This is an optimization exercise on Yosys and OpenROAD, whose aim is small area and a short achievable clock period, not a production implementation. RTL that was checked went through simulation tests only; none was proved equivalent to the original. Power is estimated from default activity; no workload was simulated.

== v6 ==
==> module kps_core, before the edit <==
module kps_core #(
    parameter [7:0]  SENTINEL        = 8'hA5,
    parameter [3:0]  P_POS           = 4'b1001,
    parameter [3:0]  P_NEG           = 4'b0110,
    parameter [16:0] INIT_TICKS_FAST = 17'd50,
    parameter [16:0] INIT_TICKS_SLOW = 17'd1000
) (
    input  wire        clk,
    input  wire        rst,           
    input  wire        rx_valid,
    input  wire [39:0] rx_frame,
    output wire        rx_ready,
    input  wire        tick_fast,
    input  wire        tick_slow,
    output wire [3:0]  legs,
    output reg         tx_valid,
    output wire [39:0] tx_frame
);
    localparam [9:0]  DEF_FAST = INIT_TICKS_FAST * 10;
    localparam [13:0] DEF_SLOW = INIT_TICKS_SLOW / 10;
    reg        rdy;                   
    reg        op_set_f, op_set_s, op_start, op_stop, op_rb_f, op_rb_s;
    reg        sel_f, sel_s, tx_ch;   
    reg        set_f, set_s;          
    reg [9:0]  per_f;
    reg [13:0] per_s;
    reg [7:0]  flg_f, flg_s;
    reg        run_mode;
    reg [1:0]  phase;
    reg        stop_req;
    reg        pos, neg;              
    reg        arm_f, arm_s;
    reg [9:1]  cnt_f;                 
    reg [3:0]  pre_s;                 
    reg [13:0] cnt_s;                 
    assign rx_ready = rdy;
    assign legs     = {pos, neg, neg, pos};
    assign tx_frame = {({8{sel_f}} & flg_f) | ({8{sel_s}} & flg_s),
                       2'b00,
                       ({4{sel_s}} & per_s[13:10]),
                       ({10{sel_f}} & per_f) | ({10{sel_s}} & per_s[9:0]),
                       7'h20, tx_ch, SENTINEL};
    wire [3:0]  rx_op  = rx_frame[15:12];
    wire        rx_ch  = rx_frame[8];
    wire [15:0] rx_val = rx_frame[31:16];
    wire        take   = rdy && rx_valid && rx_frame[7:0] == SENTINEL;
    wire        tk     = take && !rst;
    wire        we_f   = take && rx_op == 4'h1 && !rx_ch;
    wire        we_s   = take && rx_op == 4'h1 &&  rx_ch;
    function gt_const;
        input [15:0] x;
        input [15:0] k;
        integer i;
        reg r;
        begin
            r = 1'b0;
            for (i = 0; i < 16; i = i + 1)
                r = k[i] ? (x[i] & r) : (x[i] | r);
            gt_const = r;
        end
    endfunction
    wire        f_lo = !gt_const(rx_val, 16'd9);
    wire        f_hi = gt_const(rx_val, 16'd1000);
    wire        s_lo = rx_val == 16'd0;
    wire        s_hi = gt_const(rx_val, 16'd10000);
    wire [9:0]  new_f = ({10{!f_lo && !f_hi}} & rx_val[9:0]) |
                        ({10{f_lo}} & 10'd10) | ({10{f_hi}} & 10'd1000);
    wire [13:0] new_s = ({14{!s_lo && !s_hi}} & rx_val[13:0]) |
                        ({14{s_lo}} & 14'd1) | ({14{s_hi}} & 14'd10000);
    wire [9:0]  peff_f = set_f ? per_f : DEF_FAST;
    wire [13:0] peff_s = set_s ? per_s : DEF_SLOW;
    wire start_ok = op_start && !run_mode;
    wire run1     = run_mode || start_ok;
    wire stop1    = op_stop || (stop_req && !start_ok);
    wire arm_f1   = (arm_f && !op_set_f) || start_ok;
    wire arm_s1   = (arm_s && !op_set_s) || start_ok;
    wire [9:0]  base_f = {cnt_f, peff_f[0]};
    wire [13:0] base_s = cnt_s;
    wire [3:0]  bpre_s = pre_s;
    wire        lt15   = base_f < 10'd15;
    wire        wrap_s = bpre_s == 4'd9;
    wire        last_s = wrap_s && base_s == 14'd1;
    wire        el_f   = tick_fast && arm_f1 && lt15;
    wire        tk_s   = tick_slow && arm_s1;
    wire        el_s   = tk_s && last_s;
    wire        f_act  = el_f && run1;
    wire        s_act  = el_s && run1;
    wire        sstop  = s_act && stop1;
    wire        rearm  = s_act && !stop1;
    wire [9:0]  dec_f  = base_f - 10'd10;
    wire [9:0]  tck_f  = !arm_f1 ? base_f : lt15 ? peff_f : dec_f;
    reg  [9:0]  n_cnt_f;
    reg  [13:0] n_cnt_s;
    reg  [3:0]  n_pre_s;
    reg  [1:0]  n_phase;
    reg         n_pos, n_neg, n_arm_f;
    always @(*) begin
        if (s_act || !run1) n_cnt_f = peff_f;
        else if (tick_fast) n_cnt_f = tck_f;
        else                n_cnt_f = base_f;
        if (el_s || !run1) begin
            n_cnt_s = peff_s;
            n_pre_s = 4'd0;
        end else if (tk_s) begin
            n_cnt_s = wrap_s ? base_s - 14'd1 : base_s;
            n_pre_s = wrap_s ? 4'd0 : bpre_s + 4'd1;
        end else begin
            n_cnt_s = base_s;
            n_pre_s = bpre_s;
        end
        n_phase = start_ok ? 2'd0 : phase;
        n_pos   = pos;
        n_neg   = neg;
        n_arm_f = arm_f1;
        if (f_act) begin
            case (n_phase)
                2'd0: begin n_pos = 1'b1; n_neg = 1'b0; n_phase = 2'd1; end
                2'd1: begin n_pos = 1'b0; n_neg = 1'b1; n_phase = 2'd2; end
                default: begin n_pos = 1'b0; n_neg = 1'b0; n_arm_f = 1'b0; end
            endcase
        end
        if (s_act) begin
            n_phase = 2'd0;
            if (!stop1) n_arm_f = 1'b1;
        end
    end
    always @(posedge clk) begin
        rdy       <= !tk;
        op_set_f  <= tk && rx_op == 4'h1 && !rx_ch;
        op_set_s  <= tk && rx_op == 4'h1 &&  rx_ch;
        op_start  <= tk && rx_op == 4'h2;
        op_stop   <= tk && rx_op == 4'h3;
        op_rb_f   <= tk && rx_op == 4'h4 && !rx_ch;
        op_rb_s   <= tk && rx_op == 4'h4 &&  rx_ch;
        tx_valid  <= (op_rb_f || op_rb_s) && !rst;
        sel_f     <= op_rb_f && set_f;
        sel_s     <= op_rb_s && set_s;
        tx_ch     <= op_rb_s;
        if (we_f) begin
            per_f <= new_f;
            flg_f <= rx_frame[39:32];
        end
        if (we_s) begin
            per_s <= new_s;
            flg_s <= rx_frame[39:32];
        end
        cnt_f <= n_cnt_f[9:1];
        cnt_s <= n_cnt_s;
        pre_s <= n_pre_s;
        if (rst) begin
            set_f    <= 1'b0;
            set_s    <= 1'b0;
            run_mode <= 1'b0;
            phase    <= 2'd0;
            stop_req <= 1'b0;
            pos      <= 1'b0;
            neg      <= 1'b0;
            arm_f    <= 1'b0;
            arm_s    <= 1'b0;
        end else begin
            if (we_f) set_f <= 1'b1;
            if (we_s) set_s <= 1'b1;
            run_mode <= run1 && !sstop;
            phase    <= n_phase;
            stop_req <= stop1 && !sstop;
            pos      <= n_pos;
            neg      <= n_neg;
            arm_f    <= n_arm_f;
            arm_s    <= arm_s1 && !sstop;
        end
    end
endmodule
Settings: LEC_CHECK=0, CAP_MARGIN=20, CORE_MARGIN=2, CORE_UTILIZATION=40, CTS_BUF_LIST=sky130_fd_sc_hd__clkbuf_8, SETUP_SLACK_MARGIN=5, SLEW_MARGIN=20, TNS_END_PERCENT=100; clock period 8.0 ns.
standard.sh (not shown) runs the stock make flow with config.mk's settings and CLKGATE_MAP_FILE= SYNTH_SCRIPT=/design/flow/synth_recipe.tcl, a recipe that flattens the netlist after the stock synthesis.
==> flow/flow/run.sh <==
#!/bin/bash
# Standard ORFS layout (the standard.sh) with the standard synthesis; the
# port buffers use buf_1 instead of the delay cell buffer_ports picks by
# default (every port still gets its own buffer).
set -euo pipefail
bash standard.sh synth > synth.log 2>&1
bash standard.sh "BUFFER_PORTS_ARGS=-buffer_cell sky130_fd_sc_hd__buf_1"  finish > finish.log 2>&1
v6 | stages: all done | timing, DRC, antenna: all pass
Input changes introduced in v7 (baseline for comparison: v6):
--- a/flow/design.v
+++ b/flow/design.v
@@ -16,20 +16,20 @@
     output reg         tx_valid,
     output wire [39:0] tx_frame
 );
     localparam [9:0]  DEF_FAST = INIT_TICKS_FAST * 10;
     localparam [13:0] DEF_SLOW = INIT_TICKS_SLOW / 10;
     reg        rdy;                   
-    reg        op_set_f, op_set_s, op_start, op_stop, op_rb_f, op_rb_s;
+    reg        op_start, op_rb_f, op_rb_s;
     reg        sel_f, sel_s, tx_ch;   
     reg        set_f, set_s;          
     reg [9:0]  per_f;
     reg [13:0] per_s;
     reg [7:0]  flg_f, flg_s;
     reg        run_mode;
-    reg [1:0]  phase;
+    reg        ph_nz;                 
     reg        stop_req;
     reg        pos, neg;              
     reg        arm_f, arm_s;
     reg [9:1]  cnt_f;                 
     reg [3:0]  pre_s;                 
     reg [13:0] cnt_s;                 
@@ -44,12 +44,13 @@
     wire        rx_ch  = rx_frame[8];
     wire [15:0] rx_val = rx_frame[31:16];
     wire        take   = rdy && rx_valid && rx_frame[7:0] == SENTINEL;
     wire        tk     = take && !rst;
     wire        we_f   = take && rx_op == 4'h1 && !rx_ch;
     wire        we_s   = take && rx_op == 4'h1 &&  rx_ch;
+    wire        rx_stp = take && rx_op == 4'h3;
     function gt_const;
         input [15:0] x;
         input [15:0] k;
         integer i;
         reg r;
         begin
@@ -68,15 +69,15 @@
     wire [13:0] new_s = ({14{!s_lo && !s_hi}} & rx_val[13:0]) |
                         ({14{s_lo}} & 14'd1) | ({14{s_hi}} & 14'd10000);
     wire [9:0]  peff_f = set_f ? per_f : DEF_FAST;
     wire [13:0] peff_s = set_s ? per_s : DEF_SLOW;
     wire start_ok = op_start && !run_mode;
     wire run1     = run_mode || start_ok;
-    wire stop1    = op_stop || (stop_req && !start_ok);
-    wire arm_f1   = (arm_f && !op_set_f) || start_ok;
-    wire arm_s1   = (arm_s && !op_set_s) || start_ok;
+    wire stop1    = stop_req && !start_ok;
+    wire arm_f1   = arm_f || start_ok;
+    wire arm_s1   = arm_s || start_ok;
     wire [9:0]  base_f = {cnt_f, peff_f[0]};
     wire [13:0] base_s = cnt_s;
     wire [3:0]  bpre_s = pre_s;
     wire        lt15   = base_f < 10'd15;
     wire        wrap_s = bpre_s == 4'd9;
     wire        last_s = wrap_s && base_s == 14'd1;
@@ -89,13 +90,13 @@
     wire        rearm  = s_act && !stop1;
     wire [9:0]  dec_f  = base_f - 10'd10;
     wire [9:0]  tck_f  = !arm_f1 ? base_f : lt15 ? peff_f : dec_f;
     reg  [9:0]  n_cnt_f;
     reg  [13:0] n_cnt_s;
     reg  [3:0]  n_pre_s;
-    reg  [1:0]  n_phase;
+    reg         n_ph_nz;
     reg         n_pos, n_neg, n_arm_f;
     always @(*) begin
         if (s_act || !run1) n_cnt_f = peff_f;
         else if (tick_fast) n_cnt_f = tck_f;
         else                n_cnt_f = base_f;
         if (el_s || !run1) begin
@@ -105,34 +106,33 @@
             n_cnt_s = wrap_s ? base_s - 14'd1 : base_s;
             n_pre_s = wrap_s ? 4'd0 : bpre_s + 4'd1;
         end else begin
             n_cnt_s = base_s;
             n_pre_s = bpre_s;
         end
-        n_phase = start_ok ? 2'd0 : phase;
+        n_ph_nz = ph_nz && !start_ok;
         n_pos   = pos;
         n_neg   = neg;
         n_arm_f = arm_f1;
         if (f_act) begin
-            case (n_phase)
-                2'd0: begin n_pos = 1'b1; n_neg = 1'b0; n_phase = 2'd1; end
-                2'd1: begin n_pos = 1'b0; n_neg = 1'b1; n_phase = 2'd2; end
-                default: begin n_pos = 1'b0; n_neg = 1'b0; n_arm_f = 1'b0; end
-            endcase
+            if (!n_ph_nz) begin         
+                n_pos = 1'b1; n_neg = 1'b0; n_ph_nz = 1'b1;
+            end else if (pos) begin     
+                n_pos = 1'b0; n_neg = 1'b1;
+            end else begin              
+                n_pos = 1'b0; n_neg = 1'b0; n_arm_f = 1'b0;
+            end
         end
         if (s_act) begin
-            n_phase = 2'd0;
+            n_ph_nz = 1'b0;
             if (!stop1) n_arm_f = 1'b1;
         end
     end
     always @(posedge clk) begin
         rdy       <= !tk;
-        op_set_f  <= tk && rx_op == 4'h1 && !rx_ch;
-        op_set_s  <= tk && rx_op == 4'h1 &&  rx_ch;
         op_start  <= tk && rx_op == 4'h2;
-        op_stop   <= tk && rx_op == 4'h3;
         op_rb_f   <= tk && rx_op == 4'h4 && !rx_ch;
         op_rb_s   <= tk && rx_op == 4'h4 &&  rx_ch;
         tx_valid  <= (op_rb_f || op_rb_s) && !rst;
         sel_f     <= op_rb_f && set_f;
         sel_s     <= op_rb_s && set_s;
         tx_ch     <= op_rb_s;
@@ -148,25 +148,25 @@
         cnt_s <= n_cnt_s;
         pre_s <= n_pre_s;
         if (rst) begin
             set_f    <= 1'b0;
             set_s    <= 1'b0;
             run_mode <= 1'b0;
-            phase    <= 2'd0;
+            ph_nz    <= 1'b0;
             stop_req <= 1'b0;
             pos      <= 1'b0;
             neg      <= 1'b0;
             arm_f    <= 1'b0;
             arm_s    <= 1'b0;
         end else begin
             if (we_f) set_f <= 1'b1;
             if (we_s) set_s <= 1'b1;
             run_mode <= run1 && !sstop;
-            phase    <= n_phase;
-            stop_req <= stop1 && !sstop;
+            ph_nz    <= n_ph_nz;
+            stop_req <= (stop1 && !sstop) || rx_stp;
             pos      <= n_pos;
             neg      <= n_neg;
-            arm_f    <= n_arm_f;
-            arm_s    <= arm_s1 && !sstop;
+            arm_f    <= n_arm_f && !we_f;
+            arm_s    <= arm_s1 && !sstop && !we_s;
         end
     end
 endmodule
==> notes.md <==
- NOTE cell area v6->v7 decreased by a few percent
- [v7 vs v6] well tap count: lower in v7
- Sort v6 and v7 by final worst setup slack, descending, and v6 comes first.
- Delta (v7 minus v6): clock skew moved down, length of routed met3 wiring climbed 61%, final cell count has decreased.
- In the reports, the flip-flop count of v7 falls short of that of v6.
- Worst-case hold slack delta for v7 relative to v6: 0.0096 ns higher
- v6 and v7 ended up with roughly the same clock transition at the register clock pins on the worst setup and hold paths after CTS.
- The die extent in y in v7 was lower than what v6 gave.
- In the flow results for v6 and v7, the area of the die is larger on v6.
- Re basic-gate share of the synthesized area counting and, or, nand and nor cells: v7 is 0.84 points up on v6.
No functional check of the RTL was part of v6.

* * *

The RTL this note starts from:
==> flow/design.v <==
module kps_core #(
    parameter [7:0]  SENTINEL        = 8'hA5,
    parameter [3:0]  P_POS           = 4'b1001,
    parameter [3:0]  P_NEG           = 4'b0110,
    parameter [16:0] INIT_TICKS_FAST = 17'd50,
    parameter [16:0] INIT_TICKS_SLOW = 17'd1000
) (
    input  wire        clk,
    input  wire        rst,           
    input  wire        rx_valid,
    input  wire [39:0] rx_frame,
    output wire        rx_ready,
    input  wire        tick_fast,
    input  wire        tick_slow,
    output wire [3:0]  legs,
    output reg         tx_valid,
    output wire [39:0] tx_frame
);
    localparam [9:0]  DEF_FAST = INIT_TICKS_FAST * 10;
    localparam [13:0] DEF_SLOW = INIT_TICKS_SLOW / 10;
    reg        rdy;                   
    reg        op_set_f, op_set_s, op_start, op_stop, op_rb_f, op_rb_s;
    reg        sel_f, sel_s, tx_ch;   
    reg        set_f, set_s;          
    reg [9:0]  per_f;
    reg [13:0] per_s;
    reg [7:0]  flg_f, flg_s;
    reg        run_mode;
    reg [1:0]  phase;
    reg        stop_req;
    reg        pos, neg;              
    reg        arm_f, arm_s;
    reg [9:1]  cnt_f;                 
    reg [3:0]  pre_s;                 
    reg [13:0] cnt_s;                 
    assign rx_ready = rdy;
    assign legs     = {pos, neg, neg, pos};
    assign tx_frame = {({8{sel_f}} & flg_f) | ({8{sel_s}} & flg_s),
                       2'b00,
                       ({4{sel_s}} & per_s[13:10]),
                       ({10{sel_f}} & per_f) | ({10{sel_s}} & per_s[9:0]),
                       7'h20, tx_ch, SENTINEL};
    wire [3:0]  rx_op  = rx_frame[15:12];
    wire        rx_ch  = rx_frame[8];
    wire [15:0] rx_val = rx_frame[31:16];
    wire        take   = rdy && rx_valid && rx_frame[7:0] == SENTINEL;
    wire        tk     = take && !rst;
    wire        we_f   = take && rx_op == 4'h1 && !rx_ch;
    wire        we_s   = take && rx_op == 4'h1 &&  rx_ch;
    function gt_const;
        input [15:0] x;
        input [15:0] k;
        integer i;
        reg r;
        begin
            r = 1'b0;
            for (i = 0; i < 16; i = i + 1)
                r = k[i] ? (x[i] & r) : (x[i] | r);
            gt_const = r;
        end
    endfunction
    wire        f_lo = !gt_const(rx_val, 16'd9);
    wire        f_hi = gt_const(rx_val, 16'd1000);
    wire        s_lo = rx_val == 16'd0;
    wire        s_hi = gt_const(rx_val, 16'd10000);
    wire [9:0]  new_f = ({10{!f_lo && !f_hi}} & rx_val[9:0]) |
                        ({10{f_lo}} & 10'd10) | ({10{f_hi}} & 10'd1000);
    wire [13:0] new_s = ({14{!s_lo && !s_hi}} & rx_val[13:0]) |
                        ({14{s_lo}} & 14'd1) | ({14{s_hi}} & 14'd10000);
    wire [9:0]  peff_f = set_f ? per_f : DEF_FAST;
    wire [13:0] peff_s = set_s ? per_s : DEF_SLOW;
    wire start_ok = op_start && !run_mode;
    wire run1     = run_mode || start_ok;
    wire stop1    = op_stop || (stop_req && !start_ok);
    wire arm_f1   = (arm_f && !op_set_f) || start_ok;
    wire arm_s1   = (arm_s && !op_set_s) || start_ok;
    wire [9:0]  base_f = {cnt_f, peff_f[0]};
    wire [13:0] base_s = cnt_s;
    wire [3:0]  bpre_s = pre_s;
    wire        lt15   = base_f < 10'd15;
    wire        wrap_s = bpre_s == 4'd9;
    wire        last_s = wrap_s && base_s == 14'd1;
    wire        el_f   = tick_fast && arm_f1 && lt15;
    wire        tk_s   = tick_slow && arm_s1;
    wire        el_s   = tk_s && last_s;
    wire        f_act  = el_f && run1;
    wire        s_act  = el_s && run1;
    wire        sstop  = s_act && stop1;
    wire        rearm  = s_act && !stop1;
    wire [9:0]  dec_f  = base_f - 10'd10;
    wire [9:0]  tck_f  = !arm_f1 ? base_f : lt15 ? peff_f : dec_f;
    reg  [9:0]  n_cnt_f;
    reg  [13:0] n_cnt_s;
    reg  [3:0]  n_pre_s;
    reg  [1:0]  n_phase;
    reg         n_pos, n_neg, n_arm_f;
    always @(*) begin
        if (s_act || !run1) n_cnt_f = peff_f;
        else if (tick_fast) n_cnt_f = tck_f;
        else                n_cnt_f = base_f;
        if (el_s || !run1) begin
            n_cnt_s = peff_s;
            n_pre_s = 4'd0;
        end else if (tk_s) begin
            n_cnt_s = wrap_s ? base_s - 14'd1 : base_s;
            n_pre_s = wrap_s ? 4'd0 : bpre_s + 4'd1;
        end else begin
            n_cnt_s = base_s;
            n_pre_s = bpre_s;
        end
        n_phase = start_ok ? 2'd0 : phase;
        n_pos   = pos;
        n_neg   = neg;
        n_arm_f = arm_f1;
        if (f_act) begin
            case (n_phase)
                2'd0: begin n_pos = 1'b1; n_neg = 1'b0; n_phase = 2'd1; end
                2'd1: begin n_pos = 1'b0; n_neg = 1'b1; n_phase = 2'd2; end
                default: begin n_pos = 1'b0; n_neg = 1'b0; n_arm_f = 1'b0; end
            endcase
        end
        if (s_act) begin
            n_phase = 2'd0;
            if (!stop1) n_arm_f = 1'b1;
        end
    end
    always @(posedge clk) begin
        rdy       <= !tk;
        op_set_f  <= tk && rx_op == 4'h1 && !rx_ch;
        op_set_s  <= tk && rx_op == 4'h1 &&  rx_ch;
        op_start  <= tk && rx_op == 4'h2;
        op_stop   <= tk && rx_op == 4'h3;
        op_rb_f   <= tk && rx_op == 4'h4 && !rx_ch;
        op_rb_s   <= tk && rx_op == 4'h4 &&  rx_ch;
        tx_valid  <= (op_rb_f || op_rb_s) && !rst;
        sel_f     <= op_rb_f && set_f;
        sel_s     <= op_rb_s && set_s;
        tx_ch     <= op_rb_s;
        if (we_f) begin
            per_f <= new_f;
            flg_f <= rx_frame[39:32];
        end
        if (we_s) begin
            per_s <= new_s;
            flg_s <= rx_frame[39:32];
        end
        cnt_f <= n_cnt_f[9:1];
        cnt_s <= n_cnt_s;
        pre_s <= n_pre_s;
        if (rst) begin
            set_f    <= 1'b0;
            set_s    <= 1'b0;
            run_mode <= 1'b0;
            phase    <= 2'd0;
            stop_req <= 1'b0;
            pos      <= 1'b0;
            neg      <= 1'b0;
            arm_f    <= 1'b0;
            arm_s    <= 1'b0;
        end else begin
            if (we_f) set_f <= 1'b1;
            if (we_s) set_s <= 1'b1;
            run_mode <= run1 && !sstop;
            phase    <= n_phase;
            stop_req <= stop1 && !sstop;
            pos      <= n_pos;
            neg      <= n_neg;
            arm_f    <= n_arm_f;
            arm_s    <= arm_s1 && !sstop;
        end
    end
endmodule
==> flow/config.mk <==
export PLATFORM = sky130hd
export DESIGN_NAME = kps_core
export DESIGN_NICKNAME = kps_core
export VERILOG_FILES = /design/flow/design.v
export SDC_FILE = /design/flow/constraint.sdc
export NUM_CORES = 4
export LEC_CHECK = 0
export ABC_AREA = 1
export CAP_MARGIN = 20
export CORE_MARGIN = 2
export CORE_UTILIZATION = 40
export CTS_BUF_LIST = sky130_fd_sc_hd__clkbuf_8
export SETUP_SLACK_MARGIN = 5
export SLEW_MARGIN = 20
export TNS_END_PERCENT = 100
==> flow/constraint.sdc <==
create_clock -name core_clock -period 8.0 [get_ports {clk}]
set_input_delay 1.6000 -clock core_clock [delete_from_list [all_inputs] [get_ports {clk}]]
set_output_delay 1.6000 -clock core_clock [all_outputs]
set_load 0.01 [all_outputs]
Scripts as last shown in full above: flow/flow/run.sh
Next try:
--- a/flow/design.v
+++ b/flow/design.v
@@ -48,20 +48,8 @@
     wire        we_f   = take && rx_op == 4'h1 && !rx_ch;
     wire        we_s   = take && rx_op == 4'h1 &&  rx_ch;
-    function gt_const;
-        input [15:0] x;
-        input [15:0] k;
-        integer i;
-        reg r;
-        begin
-            r = 1'b0;
-            for (i = 0; i < 16; i = i + 1)
-                r = k[i] ? (x[i] & r) : (x[i] | r);
-            gt_const = r;
-        end
-    endfunction
-    wire        f_lo = !gt_const(rx_val, 16'd9);
-    wire        f_hi = gt_const(rx_val, 16'd1000);
+    wire        f_lo = rx_val < 16'd10;
+    wire        f_hi = rx_val > 16'd1000;
     wire        s_lo = rx_val == 16'd0;
-    wire        s_hi = gt_const(rx_val, 16'd10000);
+    wire        s_hi = rx_val > 16'd10000;
     wire [9:0]  new_f = ({10{!f_lo && !f_hi}} & rx_val[9:0]) |
                         ({10{f_lo}} & 10'd10) | ({10{f_hi}} & 10'd1000);
Outcome: Worst hold slack gets better by 0.019 ns; final area went up slightly; critical path depth went up by 1; synthesized area went up slightly; clock power stays flat; cell count went up slightly; die area went up slightly; wire length went up by a few percent; register-to-register slack barely changes; via count went up by a few percent; fmax went down slightly; worst setup slack gets worse by 0.014 ns.
Only the layout flow was run in the first run of this note; the RTL was not checked for function there.

-- what the ideal ports hide --
No port has a modelled driver above. Below, the same layouts with a new extraction and two added sets of constraints.
Step 1, drivers: a clkbuf_16 drives clk and a buf_2 each remaining input, both assumed.
Step 2 adds t to the input delays and takes it off the output delays; t is the mean of the earliest and latest rising clock arrival at the registers after step 1. Input paths then give back, and output paths get back, about the clock's delay inside the block.
a / b / c = ideal / step 1 / step 2; a / b = the first two.
run	t, ns	setup WS [ns]	worst slew at a driven data input, ns
v6	0.398	5.105 / 5.084 / 4.711	0.04
v7	0.394	5.045 / 5.022 / 4.653	0.04
the first run of note 2	0.407	5.146 / 5.114 / 4.767	0.03
the second run of note 2	0.400	5.132 / 5.096 / 4.773	0.04
After both steps every run listed still meets setup and hold. For v6, which loses most, drivers alone change the setup slack by -0.021 ns; drivers and shift together by -0.394 ns.
